Context: an optimization exercise on an open-source flow, tuned for small area, a short achievable clock period and few clock cycles. The choices shown serve that exercise and are no tape-out recipe. Function was checked by simulation only, so behaviour that the tests miss may differ from the original. Power is estimated from default activity; no workload was simulated.

==> design.v <==
module b64_alpha (
    input  wire [5:0] idx,
    output reg  [7:0] code
);
    always @(*) begin
        case (idx)
            6'd0: code = 8'h41;
            6'd1: code = 8'h42;
            6'd2: code = 8'h43;
            6'd3: code = 8'h44;
            6'd4: code = 8'h45;
            6'd5: code = 8'h46;
            6'd6: code = 8'h47;
            6'd7: code = 8'h48;
            6'd8: code = 8'h49;
            6'd9: code = 8'h4A;
            6'd10: code = 8'h4B;
            6'd11: code = 8'h4C;
            6'd12: code = 8'h4D;
            6'd13: code = 8'h4E;
            6'd14: code = 8'h4F;
            6'd15: code = 8'h50;
            6'd16: code = 8'h51;
            6'd17: code = 8'h52;
            6'd18: code = 8'h53;
            6'd19: code = 8'h54;
            6'd20: code = 8'h55;
            6'd21: code = 8'h56;
            6'd22: code = 8'h57;
            6'd23: code = 8'h58;
            6'd24: code = 8'h59;
            6'd25: code = 8'h5A;
            6'd26: code = 8'h61;
            6'd27: code = 8'h62;
            6'd28: code = 8'h63;
            6'd29: code = 8'h64;
            6'd30: code = 8'h65;
            6'd31: code = 8'h66;
            6'd32: code = 8'h67;
            6'd33: code = 8'h68;
            6'd34: code = 8'h69;
            6'd35: code = 8'h6A;
            6'd36: code = 8'h6B;
            6'd37: code = 8'h6C;
            6'd38: code = 8'h6D;
            6'd39: code = 8'h6E;
            6'd40: code = 8'h6F;
            6'd41: code = 8'h70;
            6'd42: code = 8'h71;
            6'd43: code = 8'h72;
            6'd44: code = 8'h73;
            6'd45: code = 8'h74;
            6'd46: code = 8'h75;
            6'd47: code = 8'h76;
            6'd48: code = 8'h77;
            6'd49: code = 8'h78;
            6'd50: code = 8'h79;
            6'd51: code = 8'h7A;
            6'd52: code = 8'h30;
            6'd53: code = 8'h31;
            6'd54: code = 8'h32;
            6'd55: code = 8'h33;
            6'd56: code = 8'h34;
            6'd57: code = 8'h35;
            6'd58: code = 8'h36;
            6'd59: code = 8'h37;
            6'd60: code = 8'h38;
            6'd61: code = 8'h39;
            6'd62: code = 8'h2B;
            6'd63: code = 8'h2F;
            default: code = 8'h00;
        endcase
    end
endmodule
module b64_rev (
    input  wire [20:0] c,
    output wire        is_val,
    output wire        is_pad,
    output wire [5:0]  val
);
    wire       lo7   = (c[20:7] == 14'd0);
    wire [6:0] x     = c[6:0];
    wire       upper = (x >= 7'h41) && (x <= 7'h5A);
    wire       lower = (x >= 7'h61) && (x <= 7'h7A);
    wire       digit = (x >= 7'h30) && (x <= 7'h39);
    wire       plus  = (x == 7'h2B);
    wire       slash = (x == 7'h2F);
    assign is_val = lo7 && (upper || lower || digit || plus || slash);
    assign is_pad = lo7 && (x == 7'h3D);
    assign val = x[6] ? (x[5] ? x[5:0] - 6'd7 : x[5:0] - 6'd1)
                      : (x[4] ? x[5:0] + 6'd4 : {5'b11111, x[2]});
endmodule
module b64_outq #(
    parameter W = 33
) (
    input  wire         clk,
    input  wire         rst,
    input  wire         load,      
    input  wire [W-1:0] d,
    input  wire         pop,
    output reg          out_valid,
    output reg  [W-1:0] out_data,
    output wire         free
);
    assign free = !out_valid || pop;
    always @(posedge clk) begin
        if (rst)
            out_valid <= 1'b0;
        else if (free)
            out_valid <= load;
    end
    always @(posedge clk) begin
        if (free)
            out_data <= d;
    end
endmodule
module b64_enc (
    input  wire        clk,
    input  wire        rst,
    input  wire        in_valid,
    input  wire [9:0]  in_data,
    output wire        in_ready,
    output wire        out_valid,
    output wire [32:0] out_data,
    input  wire        out_ready,
    output wire        busy
);
    localparam [6:0] PAD_CODE = 7'h3D;
    reg       r_byte, r_last;
    reg [7:0] r_x;
    reg [1:0] e_cnt;
    reg [6:0] e_c0, e_c1;    
    reg [1:0] e_lo0;         
    reg [3:0] e_lo1;         
    reg       e_close;       
    reg       e_pend;        
    reg       e_ready;
    reg       e_active;
    wire q_free;
    wire accept = in_valid && e_ready;
    wire k_byte = accept && !in_data[8];
    wire k_last = accept && in_data[9];
    assign in_ready = e_ready;
    assign busy     = e_active;
    always @(posedge clk) begin
        if (rst) begin
            r_byte <= 1'b0;
            r_last <= 1'b0;
        end else begin
            r_byte <= k_byte;
            r_last <= k_last;
        end
        r_x <= in_data[7:0];
    end
    wire cnt0 = (e_cnt == 2'd0);
    wire cnt1 = (e_cnt == 2'd1);
    wire cnt2 = (e_cnt == 2'd2);
    wire [3:0] xh = r_byte ? r_x[7:4] : 4'h0;
    wire [5:0] ia = cnt0 ? r_x[7:2] : cnt1 ? {e_lo0, xh} : {e_lo1, xh[3:2]};
    wire [5:0] ib = cnt0 ? {r_x[1:0], 4'h0} : cnt1 ? {r_x[3:0], 2'b00} : r_x[5:0];
    wire [7:0] ca, cb;
    b64_alpha u_a (.idx(ia), .code(ca));
    b64_alpha u_b (.idx(ib), .code(cb));
    wire [6:0] l0 = cnt0 ? ca[6:0] : e_c0;
    wire [6:0] l1 = cnt0 ? cb[6:0] : cnt1 ? ca[6:0] : e_c1;
    wire [6:0] l2 = cnt0 ? PAD_CODE : cnt1 ? (r_byte ? cb[6:0] : PAD_CODE) : ca[6:0];
    wire [6:0] l3 = (cnt2 && r_byte) ? cb[6:0] : PAD_CODE;
    wire [1:0] n        = e_cnt + {1'b0, r_byte};
    wire       grp3     = r_byte && cnt2;
    wire       closing  = r_last || e_close;
    wire       has_data = grp3 || (closing && (n != 2'd0));
    wire       push     = e_pend || has_data || closing;
    wire       done     = q_free && !e_pend && closing;    
    wire [32:0] q_d = (e_pend || !has_data) ? {1'b1, 32'h0} :
                      {1'b0, 1'b0, l0, 1'b0, l1, 1'b0, l2, 1'b0, l3};
    wire [1:0] cnt_nx   = (done || grp3) ? 2'd0 : n;
    wire       close_nx = closing && !done;
    wire       pend_nx  = done ? has_data : (e_pend && !q_free);
    wire       valid_nx = push || !q_free;
    wire       risk = close_nx || k_last ||
                      ((cnt_nx == 2'd1) && k_byte) || ((cnt_nx == 2'd2) && !k_byte);
    always @(posedge clk) begin
        if (rst) begin
            e_cnt    <= 2'd0;
            e_close  <= 1'b0;
            e_pend   <= 1'b0;
            e_ready  <= 1'b1;
            e_active <= 1'b0;
        end else begin
            e_cnt    <= cnt_nx;
            e_close  <= close_nx;
            e_pend   <= pend_nx;
            e_ready  <= !(valid_nx && risk);
            if (k_last)
                e_active <= 1'b0;
            else if (k_byte)
                e_active <= 1'b1;
        end
    end
    always @(posedge clk) begin
        if (cnt0) begin
            e_c0  <= ca[6:0];
            e_lo0 <= r_x[1:0];
        end
        if (cnt1) begin
            e_c1  <= ca[6:0];
            e_lo1 <= r_x[3:0];
        end
    end
    wire [32:0] q_out;
    b64_outq #(.W(33)) u_q (
        .clk(clk), .rst(rst),
        .load(push), .d(q_d), .pop(out_ready),
        .out_valid(out_valid), .out_data(q_out), .free(q_free)
    );
    assign out_data = {q_out[32], 1'b0, q_out[30:24], 1'b0, q_out[22:16],
                       1'b0, q_out[14:8], 1'b0, q_out[6:0]};
endmodule
module b64_dec (
    input  wire        clk,
    input  wire        rst,
    input  wire        in_valid,
    input  wire [22:0] in_data,
    output wire        in_ready,
    output wire        out_valid,
    output wire [27:0] out_data,
    input  wire        out_ready,
    output wire        busy
);
    localparam [1:0] ST_OK       = 2'b01;
    localparam [1:0] ST_LEN_ERR  = 2'b10;
    localparam [1:0] ST_CHAR_ERR = 2'b11;
    reg        r_chr, r_last;
    reg        r_val, r_pad;
    reg  [5:0] r_v;
    reg  [1:0] d_pos;
    reg  [5:0] d_v0, d_v1, d_v2;
    reg        d_pad2;       
    reg        d_err;
    reg        d_hold;       
    reg        d_close;
    reg        d_pend;
    reg        d_ready;
    reg        d_active;
    wire q_free;
    wire accept = in_valid && d_ready;
    wire k_chr  = accept && !in_data[21];
    wire k_last = accept && in_data[22];
    assign in_ready = d_ready;
    assign busy     = d_active;
    wire       k_val, k_pad;
    wire [5:0] k_v;
    b64_rev u_rev (.c(in_data[20:0]), .is_val(k_val), .is_pad(k_pad), .val(k_v));
    always @(posedge clk) begin
        if (rst) begin
            r_chr  <= 1'b0;
            r_last <= 1'b0;
        end else begin
            r_chr  <= k_chr;
            r_last <= k_last;
        end
        r_val <= k_val;
        r_pad <= k_pad;
        r_v   <= k_v;
    end
    wire live  = r_chr && !d_err && !d_hold;     
    wire full  = live && (d_pos == 2'd3) && r_val && !d_pad2;
    wire hold3 = live && (d_pos == 2'd3) && r_pad;
    wire bad   = live && ((d_pos == 2'd3) ? !full && !hold3 :
                          (d_pos == 2'd2) ? !r_val && !r_pad : !r_val);
    wire [1:0] pos_a  = d_pos + {1'b0, r_chr};
    wire       err_a  = d_err || bad || (r_chr && d_hold);
    wire       hold_a = (d_hold && !r_chr) || hold3;
    wire       closing = r_last || d_close;
    wire [1:0] status = (pos_a != 2'd0) ? ST_LEN_ERR :
                        err_a           ? ST_CHAR_ERR : ST_OK;
    wire       ok_hold  = closing && (pos_a == 2'd0) && !err_a && hold_a;
    wire       has_data = full || ok_hold;
    wire [23:0] full_b = {d_v0, d_v1, d_v2, r_v};
    wire [23:0] hold_b = {d_v0, d_v1[5:4], d_pad2 ? 8'h00 : {d_v1[3:0], d_v2[5:2]}, 8'h00};
    wire [1:0]  hold_n = d_pad2 ? 2'd1 : 2'd2;
    wire [27:0] q_d   = d_pend  ? {ST_OK, 26'h0} :
                        full    ? {2'b00, 2'd3, full_b} :
                        ok_hold ? {2'b00, hold_n, hold_b} : {status, 26'h0};
    wire push     = d_pend || has_data || closing;
    wire done     = q_free && !d_pend && closing;
    wire close_nx = closing && !done;
    wire pend_nx  = done ? has_data : (d_pend && !q_free);
    wire valid_nx = push || !q_free;
    wire [1:0] pos_nx = done ? 2'd0 : pos_a;
    wire risk = close_nx || k_last ||
                ((pos_nx == 2'd2) && k_chr) || ((pos_nx == 2'd3) && !k_chr);
    always @(posedge clk) begin
        if (rst) begin
            d_pos    <= 2'd0;
            d_err    <= 1'b0;
            d_hold   <= 1'b0;
            d_close  <= 1'b0;
            d_pend   <= 1'b0;
            d_ready  <= 1'b1;
            d_active <= 1'b0;
        end else begin
            d_pos    <= pos_nx;
            d_err    <= !done && err_a;
            d_hold   <= !done && hold_a;
            d_close  <= close_nx;
            d_pend   <= pend_nx;
            d_ready  <= !(valid_nx && risk);
            if (k_last)
                d_active <= 1'b0;
            else if (k_chr)
                d_active <= 1'b1;
        end
    end
    always @(posedge clk) begin
        if (d_pos == 2'd0 && !d_hold) d_v0 <= r_v;
        if (d_pos == 2'd1) d_v1 <= r_v;
        if (d_pos == 2'd2) begin
            d_v2   <= r_v;
            d_pad2 <= r_pad;
        end
    end
    b64_outq #(.W(28)) u_q (
        .clk(clk), .rst(rst),
        .load(push), .d(q_d), .pop(out_ready),
        .out_valid(out_valid), .out_data(out_data), .free(q_free)
    );
endmodule
module b64core (
    input  wire        clk,
    input  wire        rst,
    input  wire        enc_in_valid,
    input  wire [9:0]  enc_in_data,
    output wire        enc_in_ready,
    output wire        enc_out_valid,
    output wire [32:0] enc_out_data,
    input  wire        enc_out_ready,
    output wire        enc_busy,
    input  wire        dec_in_valid,
    input  wire [22:0] dec_in_data,
    output wire        dec_in_ready,
    output wire        dec_out_valid,
    output wire [27:0] dec_out_data,
    input  wire        dec_out_ready,
    output wire        dec_busy
);
    b64_enc u_enc (
        .clk(clk), .rst(rst),
        .in_valid(enc_in_valid), .in_data(enc_in_data), .in_ready(enc_in_ready),
        .out_valid(enc_out_valid), .out_data(enc_out_data), .out_ready(enc_out_ready),
        .busy(enc_busy)
    );
    b64_dec u_dec (
        .clk(clk), .rst(rst),
        .in_valid(dec_in_valid), .in_data(dec_in_data), .in_ready(dec_in_ready),
        .out_valid(dec_out_valid), .out_data(dec_out_data), .out_ready(dec_out_ready),
        .busy(dec_busy)
    );
endmodule
==> flow/run.sh <==
#!/bin/bash
# Own layout flow: the standard ORFS flow (standard synthesis unchanged),
# with the ports buffered by buf_2 cells instead of the default delay-buffer
# pick, and gate resizing not tied to cell footprints.
set -euo pipefail
bash standard.sh \
    MATCH_CELL_FOOTPRINT=0 \
    "BUFFER_PORTS_ARGS=-buffer_cell sky130_fd_sc_hd__buf_2" \
    finish > orfs_flow.log 2>&1
==> standard.sh <==
#!/bin/bash
# synth_recipe.tcl (not shown) runs the flow's synth.tcl, then flattens the netlist and writes it again
# the make line also repeats each setting of config.mk as NAME=value (left out here)
make -C /OpenROAD-flow-scripts/flow DESIGN_CONFIG=/design/flow/config.mk WORK_HOME=/design/flow/orfs CLKGATE_MAP_FILE= SYNTH_SCRIPT=/design/flow/synth_recipe.tcl "${@:-finish}"
==> config.mk <==
export PLATFORM = sky130hd
export DESIGN_NAME = b64core
export DESIGN_NICKNAME = b64core
export VERILOG_FILES = /design/flow/design.v
export SDC_FILE = /design/flow/constraint.sdc
export NUM_CORES = 4
export LEC_CHECK = 0
export CAP_MARGIN = 20
export CORE_MARGIN = 2
export CORE_UTILIZATION = 40
export SETUP_SLACK_MARGIN = 2.6
export SLEW_MARGIN = 20
==> constraint.sdc <==
create_clock -name core_clock -period 5.0 [get_ports {clk}]
set_input_delay 1.0000 -clock core_clock [delete_from_list [all_inputs] [get_ports {clk}]]
set_output_delay 1.0000 -clock core_clock [all_outputs]
set_load 0.01 [all_outputs]
==> results.py, run 1 <==
metrics = {
    "synth": {
        "synth_cell_type_count": 76,
        "syn_inst": 554,
        "synth_area_leader_cell": "edfxtp_1",
        "yosys_warnings": 5,
        "yosys-top-cells-area": "edfxtp_1, dfxtp_1, and2_1",
        "yosys.area.top_type_share": 0.403,
        "ys_seq_elements": 132,
        "synthFlopType": "edfxtp_1",
        "synth_area_mm2": 0.00610,
        "synth_edf_count": 82,
        "async_flop_share": 0,
        "yosys-top-cells-count": "edfxtp_1, dfxtp_1, nand2_1",
        "syn_area_per_cell_um2": 11.0,
        "ys_seq_area_frac": 0.567,
        "yosysMostFrequentCell": "edfxtp_1",
    },
    "setup_path": {
        "crit_fanout": 31,
        "worstPathRequired_ns": 5.15,
        "path_cells": "buf_12 > nand2_1 > ha_4 > nor2b_1 > o21a_1 > o311ai_2 > o311a_1 > o21ai_1 > o21bai_1",
        "crit_type": "register to register",
        "r2r_start": "u_enc.e_cnt[1]",
        "cp-startpoint": "u_enc.e_cnt[1]",
        "startpoint_type": "register",
        "crit_arrival_ns": 2.47,
        "endpoint_kind": "register",
        "cpMaxStageDelayCell": "dfxtp_4",
        "critPathMaxStageDelay_ns": 0.38,
    },
    "clocking": {
        "cts_buffer_depth": 2,
        "htreeDepth": 4,
        "root_buffer": "clkbuf_16",
        "hold_buffers": 0,
        "cts_tree": "built",
        "cts.sinks": 132,
        "cts.clk_slew.worst_paths_ns": 0.06,
        "clock_latency_ns": 0.42,
        "numCtsBuffers": 17,
    },
    "timing": {
        "tightestPinTransition_ns": 0.923,
        "skew_ns": 0.00651,
        "relSlewSlack": 0.380,
        "maxSlewViolCount": 0,
        "period_minus_slack_ns": 2.31,
        "fmax_mhz": 432,
        "setup_ws_ns": 2.69,
        "hold_violations": 0,
        "rsz0062_at_grt": "yes",
        "fin_setup_tns_ns": 0,
        "setup_viol": 0,
        "layout_worst_path_cycle_share": 0.463,
    },
    "global_route": {
        "antenna_found_initial": 0,
        "grt_max_degree": 32,
        "grt_use_total": 0.181,
        "grt_pass1_vias": 4517,
        "grt-ovfl-total": 0,
        "grt_pass1_wl_mm": 22.9,
    },
    "floorplan": {
        "fp-row-count": 45,
        "start_util": 0.406,
        "ioPinCount": 106,
        "die_area_mm2": 0.0163,
        "die_x_um": 128,
        "core_area_mm2": 0.0150,
        "die_h_um": 128,
    },
    "pwr": {
        "peakVddDrop_v": 0.000229,
        "switching_share": 0.243,
        "comb_power_share": 0.099,
        "p_per_area_mw_per_mm2": 363,
        "power_frac_seq": 0.466,
        "power_frac_clock": 0.435,
        "p_int_mw": 2.07,
        "netSwitchingPower_uw": 664,
        "leakagePower_nw": 3.15,
    },
    "outcome": {
        "status": "no timing/DRC/antenna violations",
    },
    "finish": {
        "drive_gt1_frac": 0.289,
        "fillers": 1346,
        "syn_to_final_growth_pct": 23.2,
        "nNetsFinal": 714,
        "diodes": 0,
        "fin_cells": 862,
    },
    "route": {
        "top_layer": "met4",
        "ant_nets": 0,
        "routed_wl_mm": 14.5,
        "wl_per_cell_um": 16.8,
        "met2WireLength_mm": 7.11,
        "drtIter0Drc": 397,
        "first_pass_iters": 5,
        "via_per_inst": 5.41,
        "wl_met3_um": 715,
        "drc_errors": 0,
        "num_vias": 4664,
        "m1WireLength_mm": 6.51,
    },
    "place": {
        "dp_slack_ns": 1.80,
        "place.gp.congestion": 0.868,
        "dp_hpwl_mm": 10.0,
        "io_buffer_count": 101,
        "dp.cells": 819,
    },
    "min_path": {
        "hp-class": "register to register",
        "hp-start": "u_enc.e_c0[2]",
    },
    "run": {
        "drv_cap": 0,
    },
}
==> logic make-up (layout without fill, tap and decap cells) <==
| group | after synthesis | count (layout) | synth area share |
|---|---|---|---|
| adders and majority gates | 14 | 14 | 0.0299 |
| xor gates and xnor gates | 9 | 9 | 0.0129 |
| other | 1 | 4 | 0.000614 |
| buffers and inverters | 49 | 166 | 0.0394 |
| AOI/OAI and AO/OA | 151 | 151 | 0.179 |
| muxes | 7 | 7 | 0.0119 |
| and+or+nand+nor | 191 | 191 | 0.159 |
| DFF | 132 | 132 | 0.567 |
==> path summary, 6_finish.rpt <==
check	to	slack, ns	cells past startpoint
worst max-delay path	u_enc.u_q.out_data[17]	2.69	9
worst min-delay path	u_enc.e_c0[2]	0.45	2
worst max register to register	u_enc.u_q.out_data[17]	2.69	9
worst min register to register	u_enc.e_c0[2]	0.45	2
==> metrics by stage <==
step	power [mW]	instance area (um2)	hold WS, ns	utilization
2_1_floorplan	1.45	6120	0.421	-
3_3_place_gp	1.53	6700	0.435	0.446
3_5_place_dp	1.54	6700	0.448	0.446
4_1_cts	2.74	7400	0.459	0.492
5_1_grt	2.84	7520	0.478	0.500
6_report	2.73	7520	0.455	0.500
==> power by group through the flow <==
stage | Clock, mW | Combinational (mW) | Sequential (mW)
after floorplan | 0 | 0.161 | 1.29
after global placement | 0 | 0.239 | 1.29
after detailed placement | 0 | 0.242 | 1.30
after CTS | 1.21 | 0.257 | 1.27
after global routing | 1.26 | 0.302 | 1.28
final | 1.19 | 0.271 | 1.27
==> critical path, delay by kind of cell (launching register included) <==
family	cells	cell delay [ns]
AOI/OAI and AO/OA	5	0.97
DFF	1	0.38
adders and majority gates	1	0.32
and+or+nand+nor	2	0.19
buffers and inverters	1	0.18
==> what timing repair did <==
action	in CTS	in global routing
buffers inserted	5	6
gates resized for setup	23	15
pin swaps	3	7
endpoints found under the setup margin	58	27
==> per-layer routing <==
metal	global-route usage	vias to the layer above
li1	-	2268
met1	0.235	2221
met2	0.296	164
met3	0.0389	11
met4	0.0685	0
met5	0	-
==> area by class of cell <==
| class | instances | area, um2 | share of cell area |
|---|---|---|---|
| multi-input combinational | 376 | 2550 | 0.338 |
| timing repair buffer | 113 | 612 | 0.0813 |
| tap | 188 | 235 | 0.0313 |
| clock buffer | 18 | 429 | 0.0571 |
| sequential | 132 | 3480 | 0.462 |
| inverter | 21 | 83.8 | 0.0111 |
| clock inverter | 14 | 139 | 0.0185 |
==> placed cells by master (no fill, tap or decap), types with 10 or more instances in the layout <==
cell type and count:
a21oi_1 31, dfxtp_1 43, o21ai_0 27, nor2_1 40, nor3_1 10, buf_2 101, ha_1 11, edfxtp_1 82
nand2_1 41, inv_1 15, nand3_1 20, nor2b_1 12, clkbuf_16 17, and2_1 28, buf_4 10
==> flip-flops by register name, indices dropped and copies added, names as in the netlist, 6 cells and up <==
| signal | cells |
|---|---|
| u_dec.d_v2 | 6 |
| u_dec.u_q.out_data | 28 |
| u_dec.r_v | 6 |
| u_enc.e_c0 | 7 |
| u_dec.d_v0 | 6 |
| u_enc.u_q.out_data | 29 |
| u_enc.r_x | 8 |
| u_enc.e_c1 | 7 |
| u_dec.d_v1 | 6 |
Testbench counts, summed over its fixed seeds: cycles 20,741.
==> run 2, diff against run 1 <==
--- a/design.v
+++ b/design.v
@@ -144,2 +144,3 @@
     assign busy     = e_active;
+    wire stuck;
     always @(posedge clk) begin
@@ -148,3 +149,3 @@
             r_last <= 1'b0;
-        end else begin
+        end else if (!stuck) begin
             r_byte <= k_byte;
@@ -152,3 +153,4 @@
         end
-        r_x <= in_data[7:0];
+        if (!stuck)
+            r_x <= in_data[7:0];
     end
@@ -157,3 +159,4 @@
     wire cnt2 = (e_cnt == 2'd2);
-    wire [3:0] xh = r_byte ? r_x[7:4] : 4'h0;
+    wire       byt = r_byte && !e_close;
+    wire [3:0] xh  = byt ? r_x[7:4] : 4'h0;
     wire [5:0] ia = cnt0 ? r_x[7:2] : cnt1 ? {e_lo0, xh} : {e_lo1, xh[3:2]};
@@ -165,7 +168,14 @@
     wire [6:0] l1 = cnt0 ? cb[6:0] : cnt1 ? ca[6:0] : e_c1;
-    wire [6:0] l2 = cnt0 ? PAD_CODE : cnt1 ? (r_byte ? cb[6:0] : PAD_CODE) : ca[6:0];
-    wire [6:0] l3 = (cnt2 && r_byte) ? cb[6:0] : PAD_CODE;
-    wire [1:0] n        = e_cnt + {1'b0, r_byte};
-    wire       grp3     = r_byte && cnt2;
-    wire       closing  = r_last || e_close;
+    wire [6:0] l2 = cnt0 ? PAD_CODE : cnt1 ? (byt ? cb[6:0] : PAD_CODE) : ca[6:0];
+    wire [6:0] l3 = (cnt2 && byt) ? cb[6:0] : PAD_CODE;
+    wire data_d = e_close ? !cnt0 : ((cnt2 && r_byte) || (r_last && (!cnt0 || r_byte)));
+    wire [32:0] q_d = (e_pend || !data_d) ? {1'b1, 32'h0} :
+                      {1'b0, 1'b0, l0, 1'b0, l1, 1'b0, l2, 1'b0, l3};
+    wire       r_any    = r_byte || r_last;
+    assign     stuck    = r_any && (e_close || (r_byte && cnt2 && !(q_free && !e_pend)));
+    wire       rb       = r_byte && !stuck;
+    wire       rl       = r_last && !stuck;
+    wire [1:0] n        = e_cnt + {1'b0, rb};
+    wire       grp3     = rb && cnt2;
+    wire       closing  = rl || e_close;
     wire       has_data = grp3 || (closing && (n != 2'd0));
@@ -173,4 +183,2 @@
     wire       done     = q_free && !e_pend && closing;    
-    wire [32:0] q_d = (e_pend || !has_data) ? {1'b1, 32'h0} :
-                      {1'b0, 1'b0, l0, 1'b0, l1, 1'b0, l2, 1'b0, l3};
     wire [1:0] cnt_nx   = (done || grp3) ? 2'd0 : n;
@@ -179,4 +187,7 @@
     wire       valid_nx = push || !q_free;
-    wire       risk = close_nx || k_last ||
-                      ((cnt_nx == 2'd1) && k_byte) || ((cnt_nx == 2'd2) && !k_byte);
+    wire       q_held   = out_valid && !out_ready;
+    wire       busy_nx  = e_pend || r_last || e_close || (r_byte && cnt2) || q_held;
+    wire       shut_nx  = (r_last || e_close) && (q_held || e_pend);
+    wire       two_nx   = (cnt1 && r_byte && !r_last) || (cnt2 && !r_byte && !r_last && !e_close);
+    wire       risk     = stuck || (busy_nx && (k_byte || k_last) && (shut_nx || (two_nx && k_byte)));
     always @(posedge clk) begin
@@ -284,9 +295,17 @@
                         ok_hold ? {2'b00, hold_n, hold_b} : {status, 26'h0};
+    wire end_ok   = r_last && !r_chr && (d_pos == 2'd0) && !d_err && !d_hold;
+    wire queue    = end_ok && !q_free && !d_pend;
     wire push     = d_pend || has_data || closing;
     wire done     = q_free && !d_pend && closing;
-    wire close_nx = closing && !done;
-    wire pend_nx  = done ? has_data : (d_pend && !q_free);
+    wire close_nx = closing && !done && !queue;
+    wire pend_nx  = done ? has_data : ((d_pend && !q_free) || queue);
     wire valid_nx = push || !q_free;
-    wire [1:0] pos_nx = done ? 2'd0 : pos_a;
-    wire risk = close_nx || k_last ||
+    wire [1:0] pos_nx = (done || queue) ? 2'd0 : pos_a;
+    wire err_nx   = !(done || queue) && err_a;
+    wire hold_nx  = !(done || queue) && hold_a;
+    wire clean_nx = !d_err && !d_hold && !d_pend && !d_close && !r_last &&
+                    (((d_pos == 2'd3) && r_chr && r_val && !d_pad2) ||
+                     ((d_pos == 2'd0) && !r_chr));
+    wire k_endok  = k_last && in_data[21] && clean_nx;
+    wire risk = close_nx || (k_last && !k_endok) ||
                 ((pos_nx == 2'd2) && k_chr) || ((pos_nx == 2'd3) && !k_chr);
@@ -303,4 +322,4 @@
             d_pos    <= pos_nx;
-            d_err    <= !done && err_a;
-            d_hold   <= !done && hold_a;
+            d_err    <= err_nx;
+            d_hold   <= hold_nx;
             d_close  <= close_nx;
--- a/config.mk
+++ b/config.mk
@@ -7,2 +7,3 @@
 export LEC_CHECK = 0
+export ABC_AREA = 1
 export CAP_MARGIN = 20
@@ -10,2 +11,3 @@
 export CORE_UTILIZATION = 40
+export CTS_BUF_LIST = sky130_fd_sc_hd__clkbuf_4
 export SETUP_SLACK_MARGIN = 2.6
==> results.py, run 2 <==
metrics = {
    "synth": {
        "yosys-top-cells-area": "edfxtp_1, dfxtp_1, nand2_1",
        "synth_area_mm2": 0.00631,
        "ys_seq_area_frac": 0.561,
        "yosys_warnings": 5,
        "syn_area_per_cell_um2": 8.88,
        "syn_inst": 711,
        "ys_seq_elements": 132,
        "synthFlopType": "edfxtp_1",
        "yosys.area.top_type_share": 0.428,
        "synth_edf_count": 90,
        "yosys-top-cells-count": "nand2_1, inv_1, nor2_1",
        "synth_cell_type_count": 45,
        "async_flop_share": 0,
        "yosysMostFrequentCell": "nand2_1",
        "synth_area_leader_cell": "edfxtp_1",
    },
    "place": {
        "place.gp.congestion": 0.896,
        "io_buffer_count": 101,
        "placed_area_mm2": 0.00701,
        "dp_hpwl_mm": 10.6,
    },
    "pwr": {
        "peakVddDrop_v": 0.000124,
        "leakagePower_nw": 3.69,
        "p_per_area_mw_per_mm2": 323,
    },
    "global_route": {
        "grt_use_total": 0.184,
        "grt-ovfl-total": 0,
        "grt_max_degree": 32,
        "grt_pass1_wl_mm": 24.1,
        "antenna_found_initial": 1,
        "grt_pass1_vias": 4826,
    },
    "finish": {
        "final_area_mm2": 0.00758,
        "fillers": 1495,
        "drive_gt1_frac": 0.240,
        "largest_reg_flops": 29,
        "top_register": "u_enc.u_q.out_data",
        "seq_area_mm2": 0.00355,
        "multi_input_area_mm2": 0.00240,
        "final_common_cell": "nand2_1",
        "final_cell_mix": "nand2_1, buf_2, inv_1, nor2_1, edfxtp_1",
        "reg_top3": "u_enc.u_q.out_data x29, u_dec.u_q.out_data x28, u_enc.r_x x8",
        "syn_to_final_growth_pct": 20.1,
        "nNetsFinal": 889,
    },
    "setup_path": {
        "reg2reg_depth": 11,
        "endpoint_kind": "register",
        "cp-startpoint": "u_enc.e_cnt[1]",
        "worstPathRequired_ns": 5.29,
        "startpoint_type": "register",
        "crit_path_frequent_cell": "nand2_1",
        "crit_type": "register to register",
        "path_cells": "buf_4 > nor2_4 > buf_4 > nand2_1 > nand3_2 > nor2_1 > nand2_1 > nand3_1 > nand2_1 > o21ai_1 > nor2_1",
        "critPathMaxStageDelay_ns": 0.44,
        "crit_end": "u_enc.u_q.out_data[12]",
        "r2r_slack_ns": 2.71,
        "cpMaxStageDelayCell": "dfxtp_4",
        "crit_fanout": 8,
        "crit_arrival_ns": 2.58,
        "r2r_start": "u_enc.e_cnt[1]",
        "r2r-end": "u_enc.u_q.out_data[12]",
    },
    "timing": {
        "fmax_mhz": 436,
        "period_minus_slack_ns": 2.29,
        "fin_setup_tns_ns": 0,
        "skew_ns": 0.0168,
        "setup_viol": 0,
        "rsz0062_at_grt": "yes",
        "relSlewSlack": 0.413,
        "tightestPinTransition_ns": 0.874,
        "maxSlewViolCount": 0,
        "layout_worst_path_cycle_share": 0.458,
        "hold_violations": 0,
    },
    "floorplan": {
        "start_util": 0.412,
        "fp-row-count": 45,
        "ioPinCount": 106,
        "die_area_mm2": 0.0168,
        "die_x_um": 130,
        "die_h_um": 130,
        "core_area_mm2": 0.0153,
    },
    "clocking": {
        "clock_latency_ns": 0.53,
        "hold_buffers": 0,
        "cts.clk_slew.worst_paths_ns": 0.11,
        "cts_buffer_depth": 2,
        "htreeDepth": 4,
        "cts.sinks": 132,
        "root_buffer": "clkbuf_4",
        "cts_tree": "built",
        "numCtsBuffers": 17,
    },
    "route": {
        "routed_wl_mm": 14.9,
        "ant_nets": 0,
        "num_vias": 5207,
        "wl_per_cell_um": 14.1,
        "drc_errors": 0,
        "first_pass_iters": 5,
        "drtIter0Drc": 352,
        "via_per_inst": 4.92,
    },
    "run": {
        "drv_cap": 0,
    },
    "min_path": {
        "hp-class": "register to register",
    },
    "outcome": {
        "status": "no timing/DRC/antenna violations",
    },
}
run 2: cell count changes after synthesis, moves of 8 or more:
cell / previous run / this run
inv_1: 17 / 93
nand3_1: 20 / 50
o21ai_1: 3 / 15
a221oi_1: 9 / 0
edfxtp_1: 82 / 90
nor2_1: 40 / 93
nand2b_1: 9 / 0
and2_1: 28 / 0
nor2b_1: 13 / 0
dfxtp_1: 50 / 42
nand2_1: 44 / 160
inv_2: 4 / 12
run 2: report_power, final:
part	leakage, nW	internal (mW)	switching (mW)
sequential	1.35	1.24	0.0340
combinational	2.17	0.116	0.216
clock	0.174	0.450	0.392
total	3.69	1.81	0.642
run 2: per-layer routing:
layer	GRT usage	part of all wire	vias to the layer above
li1	-	-	2582
met1	0.262	0.48	2429
met2	0.279	0.45	185
met3	0.0462	0.063	11
met4	0.0538	0.0075	0
met5	0	0	-
run 2: logic make-up after synthesis:
| logic type | after synthesis | synth area share |
|---|---|---|
| DFF | 132 | 0.561 |
| other | 1 | 0.000594 |
| and+or+nand+nor | 336 | 0.229 |
| adders and majority gates | 17 | 0.0349 |
| AOI/OAI and AO/OA | 100 | 0.0924 |
| buffers and inverters | 122 | 0.0779 |
| xor gates and xnor gates | 3 | 0.00416 |
run 2: area by class of cell:
cell class,count,share of cell area
Timing Repair Buffer,114,0.0796
Clock inverter,14,0.0274
Antenna cell,1,0.000330
Inverter,106,0.0548
Clock buffer,18,0.0178
Tap cell,211,0.0348
Sequential cell,132,0.469
Multi-Input combinational cell,462,0.316
run 2: worst min path at each step:
stage | from | endpoint | slack (ns) | cells after the start
CTS | u_enc.e_c0[0] | u_enc.e_c0[0] | 0.47 | 2
finish | u_enc.e_c0[0] | u_enc.e_c0[0] | 0.46 | 2
global route | u_enc.e_c1[6] | u_enc.e_c1[6] | 0.48 | 2
detailed placement | u_enc.e_c0[0] | u_enc.e_c0[0] | 0.44 | 2
global placement | u_enc.e_c0[5] | u_enc.e_c0[5] | 0.43 | 2
floorplan | u_enc.e_c0[5] | u_enc.e_c0[5] | 0.42 | 2
run 2: critical path: cells and delay by family, from the launching register on:
family / cells / cell delay (ns)
DFF: 1 / 0.44
and+or+nand+nor: 8 / 1.13
buffers and inverters: 2 / 0.31
AOI/OAI and AO/OA: 1 / 0.18
run 2: what timing repair did:
item / in CTS / in global routing
setup buffers: 10 / 2
gates resized for setup: 15 / 20
gates cloned: 1 / 1
pin swaps: 3 / 5
setup endpoints to repair: 43 / 12
run 2: per-stage QoR:
stage	util	hold slack (ns)	power, mW	instances	setup slack, ns
5_1_grt	0.495	0.485	2.57	1058	2.59
4_1_cts	0.489	0.466	2.46	1054	2.61
6_report	0.495	0.464	2.45	1058	2.71
3_5_place_dp	0.458	0.438	1.61	1011	1.71
2_1_floorplan	-	0.421	1.51	714	2.72
3_3_place_gp	0.458	0.433	1.61	1011	1.82
Testbench counts of run 2, summed over its fixed seeds: cycles 20,400.
==> run 3, diff against run 2 <==
--- a/design.v
+++ b/design.v
@@ -131,2 +131,4 @@
     reg [1:0] e_cnt;
+    reg [2:0] e_sa;          
+    reg [2:0] e_sl_n;        
     reg [6:0] e_c0, e_c1;    
@@ -161,4 +163,6 @@
     wire [3:0] xh  = byt ? r_x[7:4] : 4'h0;
-    wire [5:0] ia = cnt0 ? r_x[7:2] : cnt1 ? {e_lo0, xh} : {e_lo1, xh[3:2]};
-    wire [5:0] ib = cnt0 ? {r_x[1:0], 4'h0} : cnt1 ? {r_x[3:0], 2'b00} : r_x[5:0];
+    wire [5:0] ia = ({6{e_sa[0]}} & r_x[7:2]) | ({6{e_sa[1]}} & {e_lo0, xh}) |
+                    ({6{e_sa[2]}} & {e_lo1, xh[3:2]});
+    wire [5:0] ib = ({6{e_sa[0]}} & {r_x[1:0], 4'h0}) | ({6{e_sa[1]}} & {r_x[3:0], 2'b00}) |
+                    ({6{e_sa[2]}} & r_x[5:0]);
     wire [7:0] ca, cb;
@@ -166,6 +170,9 @@
     b64_alpha u_b (.idx(ib), .code(cb));
-    wire [6:0] l0 = cnt0 ? ca[6:0] : e_c0;
-    wire [6:0] l1 = cnt0 ? cb[6:0] : cnt1 ? ca[6:0] : e_c1;
-    wire [6:0] l2 = cnt0 ? PAD_CODE : cnt1 ? (byt ? cb[6:0] : PAD_CODE) : ca[6:0];
-    wire [6:0] l3 = (cnt2 && byt) ? cb[6:0] : PAD_CODE;
+    wire       lc0 = !e_sl_n[0];
+    wire       lc1 = !e_sl_n[1];
+    wire       lc2 = !e_sl_n[2];
+    wire [6:0] l0 = lc0 ? ca[6:0] : e_c0;
+    wire [6:0] l1 = lc0 ? cb[6:0] : lc1 ? ca[6:0] : e_c1;
+    wire [6:0] l2 = lc0 ? PAD_CODE : lc1 ? (byt ? cb[6:0] : PAD_CODE) : ca[6:0];
+    wire [6:0] l3 = (lc2 && byt) ? cb[6:0] : PAD_CODE;
     wire data_d = e_close ? !cnt0 : ((cnt2 && r_byte) || (r_last && (!cnt0 || r_byte)));
@@ -195,2 +202,4 @@
             e_cnt    <= 2'd0;
+            e_sa     <= 3'b001;
+            e_sl_n   <= 3'b110;
             e_close  <= 1'b0;
@@ -201,2 +210,4 @@
             e_cnt    <= cnt_nx;
+            e_sa     <= {cnt_nx == 2'd2, cnt_nx == 2'd1, cnt_nx == 2'd0};
+            e_sl_n   <= {cnt_nx != 2'd2, cnt_nx != 2'd1, cnt_nx != 2'd0};
             e_close  <= close_nx;
@@ -244,3 +255,4 @@
     reg        r_chr, r_last;
-    reg        r_val, r_pad;
+    reg        r_pad;
+    reg        r_full, r_h3, r_bad;    
     reg  [5:0] r_v;
@@ -264,2 +276,10 @@
     b64_rev u_rev (.c(in_data[20:0]), .is_val(k_val), .is_pad(k_pad), .val(k_v));
+    wire       f_end  = r_last || d_close;
+    wire [1:0] f_pos  = f_end ? 2'd0 : d_pos + {1'b0, r_chr};
+    wire       f_pad2 = (r_chr && (d_pos == 2'd2)) ? r_pad : d_pad2;
+    wire       f3     = (f_pos == 2'd3);
+    wire       f2     = (f_pos == 2'd2);
+    wire       k_full = f3 && k_val && !f_pad2;
+    wire       k_h3   = f3 && k_pad;
+    wire       k_bad  = f3 ? !k_full && !k_pad : f2 ? !k_val && !k_pad : !k_val;
     always @(posedge clk) begin
@@ -272,11 +292,12 @@
         end
-        r_val <= k_val;
-        r_pad <= k_pad;
-        r_v   <= k_v;
+        r_full <= k_full;
+        r_h3   <= k_h3;
+        r_bad  <= k_bad;
+        r_pad  <= k_pad;
+        r_v    <= k_v;
     end
     wire live  = r_chr && !d_err && !d_hold;     
-    wire full  = live && (d_pos == 2'd3) && r_val && !d_pad2;
-    wire hold3 = live && (d_pos == 2'd3) && r_pad;
-    wire bad   = live && ((d_pos == 2'd3) ? !full && !hold3 :
-                          (d_pos == 2'd2) ? !r_val && !r_pad : !r_val);
+    wire full  = live && r_full;
+    wire hold3 = live && r_h3;
+    wire bad   = live && r_bad;
     wire [1:0] pos_a  = d_pos + {1'b0, r_chr};
@@ -306,3 +327,3 @@
     wire clean_nx = !d_err && !d_hold && !d_pend && !d_close && !r_last &&
-                    (((d_pos == 2'd3) && r_chr && r_val && !d_pad2) ||
+                    ((r_chr && r_full) ||
                      ((d_pos == 2'd0) && !r_chr));
==> results.py, run 3 <==
metrics = {
    "pwr": {
        "leakagePower_nw": 3.73,
        "p_per_area_mw_per_mm2": 287,
        "peakVddDrop_v": 0.000135,
    },
    "finish": {
        "syn_to_final_growth_pct": 14.6,
        "seq_area_mm2": 0.00385,
        "nNetsFinal": 912,
        "largest_reg_flops": 29,
        "multi_input_area_mm2": 0.00231,
        "fin_cells": 1092,
        "drive_gt1_frac": 0.187,
        "fillers": 1594,
        "top_register": "u_enc.u_q.out_data",
        "final_common_cell": "nand2_1",
        "final_cell_mix": "nand2_1, inv_1, edfxtp_1",
        "final_util": 0.466,
        "final_area_mm2": 0.00764,
        "reg_top3": "u_enc.u_q.out_data x29, u_dec.u_q.out_data x28, u_enc.r_x x8",
    },
    "timing": {
        "layout_worst_path_cycle_share": 0.436,
        "whs_ns": 0.449,
        "fin_setup_tns_ns": 0,
        "fmax_mhz": 459,
        "period_minus_slack_ns": 2.18,
        "maxSlewViolCount": 0,
        "setup_viol": 0,
        "hold_violations": 0,
        "skew_ns": 0.0123,
        "rsz0062_at_grt": "yes",
        "relSlewSlack": 0.400,
        "tightestPinTransition_ns": 0.900,
    },
    "place": {
        "place.gp.congestion": 0.876,
        "dp_hpwl_mm": 10.4,
        "io_buffer_count": 101,
        "placed_area_mm2": 0.00740,
        "dp.cells": 1057,
    },
    "synth": {
        "synthFlopType": "edfxtp_1",
        "yosys-top-cells-area": "edfxtp_1, dfxtp_1, nand2_1",
        "yosys-top-cells-count": "nand2_1, inv_1, edfxtp_1",
        "yosys_warnings": 5,
        "yosysMostFrequentCell": "nand2_1",
        "yosys.area.top_type_share": 0.468,
        "ys_seq_area_frac": 0.577,
        "synth_area_mm2": 0.00667,
        "synth_cell_type_count": 43,
        "synth_area_leader_cell": "edfxtp_1",
        "ys_seq_elements": 140,
        "syn_area_per_cell_um2": 8.97,
        "async_flop_share": 0,
        "syn_inst": 743,
        "synth_edf_count": 104,
    },
    "floorplan": {
        "die_h_um": 133,
        "core_area_mm2": 0.0164,
        "die_area_mm2": 0.0177,
        "fp-row-count": 47,
        "die_x_um": 133,
        "ioPinCount": 106,
        "start_util": 0.406,
    },
    "clocking": {
        "clock_latency_ns": 0.54,
        "cts.clk_slew.worst_paths_ns": 0.11,
        "cts_tree": "built",
        "cts_buffer_depth": 2,
        "htreeDepth": 4,
        "cts.sinks": 140,
        "root_buffer": "clkbuf_4",
        "numCtsBuffers": 17,
    },
    "setup_path": {
        "cpMaxStageDelayCell": "dfxtp_4",
        "crit_arrival_ns": 2.48,
        "crit_fanout": 6,
        "startpoint_type": "register",
        "path_cells": "inv_2 > nor2_4 > nand3_1 > nand3_2 > inv_1 > ha_1 > inv_1 > nand2_1 > nand3_1 > nand2_1 > nand2_2 > o21ai_1 > nand2_1",
        "path_buf_inv": 3,
        "crit_type": "register to register",
        "worstPathRequired_ns": 5.30,
        "endpoint_kind": "register",
        "critPathMaxStageDelay_ns": 0.41,
        "crit_path_frequent_cell": "nand2_1",
        "critPathTopFamily": "simple AND/OR/NAND/NOR gates",
    },
    "route": {
        "via_per_inst": 4.73,
        "wl_per_cell_um": 12.9,
        "drtIter0Drc": 273,
        "routed_wl_mm": 14.1,
        "drc_errors": 0,
        "first_pass_iters": 5,
        "ant_nets": 0,
        "num_vias": 5167,
    },
    "global_route": {
        "grt_use_total": 0.166,
        "grt_pass1_vias": 4664,
        "grt-ovfl-total": 0,
        "grt_pass1_wl_mm": 23.0,
        "antenna_found_initial": 1,
        "grt_max_degree": 31,
    },
    "outcome": {
        "status": "no timing/DRC/antenna violations",
    },
    "min_path": {
        "hp-class": "register to register",
    },
    "run": {
        "drv_cap": 0,
    },
}
-- run 3: cell type report --
cell class,count,share of cell area
sequential,140,0.504
multi-input combinational,472,0.302
timing repair buffer,104,0.0696
inverter,123,0.0604
tap,220,0.0360
clock buffer,18,0.0177
clock inverter,14,0.0106
antenna,1,0.000327
-- run 3: report_power, final --
part	total [mW]	switching (mW)	internal [mW]
Combinational	0.270	0.182	0.0886
Sequential	1.35	0.0323	1.31
Clock	0.578	0.388	0.190
Total	2.19	0.602	1.59
-- run 3: cells by family (layout without fill, tap and decap cells) --
| kind of cell | after synthesis | in the layout | share of synthesized area |
|---|---|---|---|
| AO/OA/AOI/OAI | 84 | 84 | 0.0738 |
| XOR/XNOR | 3 | 3 | 0.00394 |
| adder cells (fa/ha/maj) | 15 | 15 | 0.0293 |
| buffers and inverters | 134 | 259 | 0.0800 |
| flip-flops | 140 | 140 | 0.577 |
| other | 1 | 5 | 0.000563 |
| AND/OR/NAND/NOR | 366 | 366 | 0.236 |
-- run 3: what timing repair did --
action / 4_1_cts / 5_1_grt
hold buffers: 0 / 0
resized for setup: 0 / 4
setup buffers: 0 / 1
endpoints found under the setup margin: 0 / 14
-- run 3: worst paths after layout --
kind	start	endpoint	slack, ns	cells past startpoint
hold reg to reg	u_dec.r_pad	u_dec.d_pad2	0.45	0
setup reg to reg	u_enc.r_byte	u_enc.u_q.out_data[17]	2.82	13
setup / recovery	u_enc.r_byte	u_enc.u_q.out_data[17]	2.82	13
hold / removal	u_dec.r_pad	u_dec.d_pad2	0.45	0
-- run 3: per-layer routing --
metal / track usage / wire length (um)
met5: 0 / 0
met4: 0.0632 / 272
met3: 0.0396 / 643
met2: 0.250 / 6190
met1: 0.234 / 6960
-- run 3: metrics by stage --
step,power (mW),setup slack (ns)
after floorplan,1.54,2.68
after global placement,1.64,2.34
after detailed placement,1.64,2.25
after CTS,2.22,2.63
after global routing,2.31,2.60
final,2.19,2.82
Testbench counts of run 3, summed over its fixed seeds: cycles 20,400.
==> run 4, diff against run 3 <==
--- a/config.mk
+++ b/config.mk
@@ -11,4 +11,4 @@
 export CORE_UTILIZATION = 40
-export CTS_BUF_LIST = sky130_fd_sc_hd__clkbuf_4
-export SETUP_SLACK_MARGIN = 2.6
+export CTS_BUF_LIST = sky130_fd_sc_hd__clkbuf_8
+export SETUP_SLACK_MARGIN = 2.8
 export SLEW_MARGIN = 20
==> results.py, run 4 <==
metrics = {
    "setup_path": {
        "crit_arrival_ns": 1.04,
        "path_cells": "buf_2",
        "cpMaxStageDelayCell": "edfxtp_1",
        "worstPathRequired_ns": 4.00,
        "path_buf_inv": 1,
        "critPathMaxStageDelay_ns": 0.43,
        "startpoint_type": "register",
        "endpoint_kind": "primary output",
        "critPathTopFamily": "flip-flops",
        "crit_fanout": 1,
        "crit_type": "register to primary output",
    },
    "floorplan": {
        "die_area_mm2": 0.0177,
        "start_util": 0.406,
        "die_x_um": 133,
        "ioPinCount": 106,
        "die_h_um": 133,
        "fp-row-count": 47,
        "core_area_mm2": 0.0164,
    },
    "clocking": {
        "cts.sinks": 140,
        "cts_tree": "built",
        "cts_buffer_depth": 2,
        "hold_buffers": 0,
        "root_buffer": "clkbuf_8",
        "cts.clk_slew.worst_paths_ns": 0.08,
        "numCtsBuffers": 17,
        "clock_latency_ns": 0.45,
        "htreeDepth": 4,
    },
    "timing": {
        "fin_setup_tns_ns": 0,
        "relSlewSlack": 0.492,
        "setup_viol": 0,
        "setup_ws_ns": 2.96,
        "tightestPinTransition_ns": 0.762,
        "layout_worst_path_cycle_share": 0.408,
        "period_minus_slack_ns": 2.04,
        "maxSlewViolCount": 0,
        "skew_ns": 0.0121,
        "hold_violations": 0,
        "fmax_mhz": 490,
        "whs_ns": 0.436,
        "rsz0062_at_grt": "yes",
    },
    "pwr": {
        "leakagePower_nw": 3.87,
        "power_frac_seq": 0.518,
        "peakVddDrop_v": 0.000188,
        "p_int_mw": 1.97,
        "comb_power_share": 0.105,
        "switching_share": 0.242,
        "netSwitchingPower_uw": 630,
        "p_per_area_mw_per_mm2": 328,
        "power_frac_clock": 0.377,
    },
    "route": {
        "routed_wl_mm": 14.2,
        "via_per_inst": 4.69,
        "num_vias": 5131,
        "ant_nets": 0,
        "first_pass_iters": 5,
        "drtIter0Drc": 280,
        "drc_errors": 0,
        "wl_per_cell_um": 13.0,
    },
    "finish": {
        "final_util": 0.483,
        "syn_to_final_growth_pct": 18.9,
        "reg_top3": "u_enc.u_q.out_data x29, u_dec.u_q.out_data x28, u_enc.r_x x8",
        "diodes": 0,
        "drive_gt1_frac": 0.206,
        "final_common_cell": "nand2_1",
        "final_cell_mix": "nand2_1, inv_1, edfxtp_1",
        "largest_reg_flops": 29,
        "top_register": "u_enc.u_q.out_data",
        "fillers": 1591,
        "nNetsFinal": 915,
    },
    "synth": {
        "synth_cell_type_count": 43,
        "synth.area.mux_share": 0,
        "synthXorXnorAreaFrac": 0.00394,
        "synth_top_family_by_area": "simple AND/OR/NAND/NOR gates",
        "ys_seq_elements": 140,
        "async_flop_share": 0,
        "synth_edf_count": 104,
        "synthSimpleGateAreaFrac": 0.236,
        "syn_inst": 743,
        "yosysMostFrequentCell": "nand2_1",
        "synthFlopType": "edfxtp_1",
        "ys_seq_area_frac": 0.577,
        "yosys-top-cells-area": "edfxtp_1, dfxtp_1, nand2_1",
        "synth_compound_area_frac": 0.0738,
        "synth_area_mm2": 0.00667,
        "synth-adder-area-share": 0.0293,
        "synth_area_leader_cell": "edfxtp_1",
        "yosys.area.top_type_share": 0.468,
        "syn_area_per_cell_um2": 8.97,
        "yosys_warnings": 5,
        "yosys-top-cells-count": "nand2_1, inv_1, edfxtp_1",
    },
    "global_route": {
        "grt-ovfl-total": 0,
        "antenna_found_initial": 0,
        "grt_pass1_vias": 4696,
        "grt_max_degree": 31,
        "grt_use_total": 0.166,
        "grt_pass1_wl_mm": 23.0,
    },
    "min_path": {
        "hp-class": "register to register",
    },
    "place": {
        "dp_slack_ns": 2.24,
        "dp_hpwl_mm": 10.5,
        "io_buffer_count": 101,
        "place.gp.congestion": 0.876,
    },
    "run": {
        "drv_cap": 0,
    },
    "outcome": {
        "status": "no timing/DRC/antenna violations",
    },
}
[run 4: cell counts after synthesis]
No cell type changed its count.
[run 4: power groups by stage]
stage	clock network, mW	logic [mW]	registers (mW)
floorplan	0	0.171	1.37
detailed placement	0	0.269	1.37
global route	1.05	0.311	1.35
global placement	0	0.267	1.37
CTS	1.01	0.271	1.35
finish	0.980	0.274	1.35
[run 4: repair_timing]
action	4_1_cts	5_1_grt
setup buffers	2	3
endpoints found under the setup margin	43	48
pin swaps	1	0
gates resized for setup	3	10
cloned	0	1
[run 4: kinds of logic (layout without fill, tap and decap cells)]
group                    count (synthesis)  count (layout)
AND/OR/NAND/NOR                        366             366
flip-flops                             140             140
buffers and inverters                  134             262
AO/OA/AOI/OAI                           84              84
adder cells (fa/ha/maj)                 15              15
XOR/XNOR                                 3               3
other                                    1               4
[run 4: worst paths after layout]
kind	start	end	slack, ns	depth (start not counted)
max	u_dec.u_q.out_data[27]	dec_out_data[27]	2.96	1
min	u_dec.r_pad	u_dec.d_pad2	0.44	0
max reg2reg	u_enc.r_byte	u_enc.u_q.out_data[18]	2.99	15
min reg2reg	u_dec.r_pad	u_dec.d_pad2	0.44	0
[run 4: metal layers]
metal | wire [um] | GRT usage
met5 | 0 | 0
met4 | 199 | 0.0585
met3 | 654 | 0.0388
met2 | 6600 | 0.263
met1 | 6780 | 0.225
[run 4: final cells by class]
type / instances / area, um2 / share of cell area
Multi-Input combinational cell: 472 / 2350 / 0.296
Inverter: 123 / 469 / 0.0592
Timing Repair inverter: 1 / 5.00 / 0.000631
Tap cell: 220 / 275 / 0.0347
Sequential cell: 140 / 3850 / 0.486
Clock inverter: 13 / 173 / 0.0218
Clock buffer: 19 / 262 / 0.0330
Timing Repair Buffer: 106 / 543 / 0.0685
[run 4: stage by stage]
step / area (um2) / cells / power (mW)
global route: 7930 / 1094 / 2.71
finish: 7930 / 1094 / 2.60
global placement: 7410 / 1056 / 1.64
detailed placement: 7410 / 1056 / 1.64
floorplan: 6700 / 746 / 1.54
CTS: 7870 / 1090 / 2.63
==> run 5, diff against run 4 <==
--- a/config.mk
+++ b/config.mk
@@ -8,3 +8,3 @@
 export ABC_AREA = 1
-export CAP_MARGIN = 20
+export CAP_MARGIN = 10
 export CORE_MARGIN = 2
@@ -13,2 +13,2 @@
 export SETUP_SLACK_MARGIN = 2.8
-export SLEW_MARGIN = 20
+export SLEW_MARGIN = 10
==> results.py, run 5 <==
metrics = {
    "finish": {
        "largest_reg_flops": 29,
        "final_cell_mix": "nand2_1, inv_1, edfxtp_1",
        "syn_to_final_growth_pct": 18.1,
        "top_register": "u_enc.u_q.out_data",
        "diodes": 0,
        "fin_cells": 1094,
        "nNetsFinal": 915,
        "drive_gt1_frac": 0.203,
        "reg_top3": "u_enc.u_q.out_data x29, u_dec.u_q.out_data x28, u_enc.r_x x8",
        "fillers": 1605,
        "final_common_cell": "nand2_1",
    },
    "setup_path": {
        "endpoint_kind": "primary output",
        "path_buf_inv": 1,
        "worstPathRequired_ns": 4.00,
        "cpMaxStageDelayCell": "edfxtp_1",
        "crit_fanout": 1,
        "crit_arrival_ns": 1.04,
        "crit_type": "register to primary output",
        "critPathMaxStageDelay_ns": 0.43,
        "startpoint_type": "register",
        "path_cells": "buf_2",
        "critPathTopFamily": "flip-flops",
    },
    "timing": {
        "setup_viol": 0,
        "maxSlewViolCount": 0,
        "hold_violations": 0,
        "relSlewSlack": 0.154,
        "skew_ns": 0.0155,
        "whs_ns": 0.436,
        "layout_worst_path_cycle_share": 0.408,
        "rsz0062_at_grt": "yes",
        "period_minus_slack_ns": 2.04,
        "fin_setup_tns_ns": 0,
        "fmax_mhz": 490,
        "tightestPinTransition_ns": 1.26,
    },
    "clocking": {
        "cts_tree": "built",
        "cts_buffer_depth": 2,
        "htreeDepth": 4,
        "cts.sinks": 140,
        "numCtsBuffers": 17,
        "clock_latency_ns": 0.45,
        "cts.clk_slew.worst_paths_ns": 0.08,
        "root_buffer": "clkbuf_8",
    },
    "route": {
        "ant_nets": 0,
        "drc_errors": 0,
        "wl_per_cell_um": 13.0,
        "drtIter0Drc": 315,
        "routed_wl_mm": 14.2,
        "num_vias": 5143,
        "via_per_inst": 4.70,
        "first_pass_iters": 5,
    },
    "min_path": {
        "hp-class": "register to register",
    },
    "outcome": {
        "status": "no timing/DRC/antenna violations",
    },
    "synth": {
        "synth_area_leader_cell": "edfxtp_1",
        "synth_cell_type_count": 43,
        "syn_area_per_cell_um2": 8.97,
        "ys_seq_area_frac": 0.577,
        "yosysMostFrequentCell": "nand2_1",
        "syn_inst": 743,
        "yosys_warnings": 5,
        "synthXorXnorAreaFrac": 0.00394,
        "yosys.area.top_type_share": 0.468,
        "synth_top_family_by_area": "simple AND/OR/NAND/NOR gates",
        "synthFlopType": "edfxtp_1",
        "ys_seq_elements": 140,
        "synth_area_mm2": 0.00667,
        "async_flop_share": 0,
        "synthSimpleGateAreaFrac": 0.236,
        "synth_edf_count": 104,
        "yosys-top-cells-count": "nand2_1, inv_1, edfxtp_1",
        "synth-adder-area-share": 0.0293,
        "yosys-top-cells-area": "edfxtp_1, dfxtp_1, nand2_1",
        "synth_compound_area_frac": 0.0738,
        "synth.area.mux_share": 0,
    },
    "place": {
        "io_buffer_count": 101,
        "dp_hpwl_mm": 10.5,
        "dp.cells": 1056,
        "place.gp.congestion": 0.876,
    },
    "global_route": {
        "grt_use_total": 0.165,
        "grt_max_degree": 31,
        "antenna_found_initial": 0,
        "grt-ovfl-total": 0,
        "grt_pass1_vias": 4644,
        "grt_pass1_wl_mm": 23.0,
    },
    "floorplan": {
        "ioPinCount": 106,
        "die_x_um": 133,
        "start_util": 0.406,
        "die_area_mm2": 0.0177,
        "core_area_mm2": 0.0164,
        "fp-row-count": 47,
        "die_h_um": 133,
    },
    "pwr": {
        "leakagePower_nw": 3.85,
        "peakVddDrop_v": 0.000158,
        "p_per_area_mw_per_mm2": 317,
    },
    "run": {
        "drv_cap": 0,
    },
}
[run 5: cell counts after synthesis]
Identical to the previous run, type by type.
[run 5: worst paths after layout]
kind	slack, ns	start	end	cells past startpoint
worst min-delay path	0.44	u_dec.r_pad	u_dec.d_pad2	0
worst max register to register	2.97	u_enc.e_cnt[0]	u_enc.e_ready	7
worst max-delay path	2.96	u_dec.u_q.out_data[27]	dec_out_data[27]	1
worst min register to register	0.44	u_dec.r_pad	u_dec.d_pad2	0
[run 5: metrics by stage]
stage                     total power [mW]  utilization  setup slack, ns  area (um2)
after floorplan                       1.54            -             2.76        6700
after global placement                1.64        0.452             2.35        7410
after detailed placement              1.64        0.452             2.32        7410
after CTS                             2.52        0.476             2.81        7820
after global routing                  2.61        0.480             2.79        7880
final                                 2.50        0.480             2.96        7880
[run 5: timing repair]
| item | in CTS | in global routing |
|---|---|---|
| endpoints found under the setup margin | 15 | 40 |
| buffers inserted | 2 | 3 |
| hold buffers | 0 | 0 |
| resized for setup | 2 | 11 |
| pin swaps | 1 | 0 |
| gates cloned | 0 | 1 |
[run 5: report_power, final]
part | internal [mW] | switching, mW | leakage (nW)
clock | 0.462 | 0.415 | 0.200
combinational | 0.0905 | 0.183 | 2.22
sequential | 1.31 | 0.0318 | 1.43
[run 5: metal layers]
metal | wire length (um) | track usage | share of wire | up-vias
met2 | 6590 | 0.265 | 0.46 | 127
met4 | 162 | 0.0544 | 0.011 | 0
met5 | 0 | 0 | 0 | -
li1 | - | - | - | 2670
met1 | 6900 | 0.223 | 0.48 | 2333
met3 | 574 | 0.0354 | 0.040 | 13
[run 5: final cells by class]
| cell class | count | area [um2] | area share |
|---|---|---|---|
| repair buffers | 106 | 543 | 0.0690 |
| clock buffers | 19 | 262 | 0.0332 |
| well taps | 220 | 275 | 0.0350 |
| flip-flops and latches | 140 | 3860 | 0.490 |
| repair inverters | 1 | 5.00 | 0.000636 |
| multi-input cells | 472 | 2340 | 0.298 |
| clock inverters | 13 | 125 | 0.0159 |
| inverters | 123 | 465 | 0.0591 |
[run 5: cell families (layout without fill, tap and decap cells)]
group                    Yosys count  in the layout
AO/OA/AOI/OAI                     84             84
XOR/XNOR                           3              3
adder cells (fa/ha/maj)           15             15
buffers and inverters            134            262
flip-flops                       140            140
other                              1              4
AND/OR/NAND/NOR                  366            366

[port drivers added, routing unchanged]
The results above use ideal ports. As a check the final layouts listed here were re-extracted and re-timed, cells and wires unchanged. Step 1, drivers: a clkbuf_16 drives clk and a buf_2 each remaining input, both assumed. Step 2 adds t to the input delays and takes it off the output delays; t is the mean of the earliest and latest rising clock arrival at the registers after step 1. Input paths then give back, and output paths get back, about the clock's delay inside the block. Slacks: ideal ports / drivers / drivers and shift; pairs: ideal ports / drivers.
| run | t, ns | setup WS [ns] | hold WS [ns] |
|---|---|---|---|
| run 1 | 0.454 | 2.687 / 2.687 / 2.431 | 0.455 / 0.455 / 0.455 |
| run 2 | 0.554 | 2.708 / 2.708 / 2.374 | 0.464 / 0.464 / 0.464 |
| run 3 | 0.576 | 2.821 / 2.821 / 2.335 | 0.449 / 0.449 / 0.449 |
| run 4 | 0.479 | 2.958 / 2.920 / 2.513 | 0.436 / 0.436 / 0.436 |
| run 5 | 0.473 | 2.961 / 2.926 / 2.542 | 0.436 / 0.436 / 0.436 |
After both steps setup and hold are still met in every run listed. The setup slack of run 3, which loses most, moves by 0.000 ns with the drivers and by -0.486 ns with both steps.
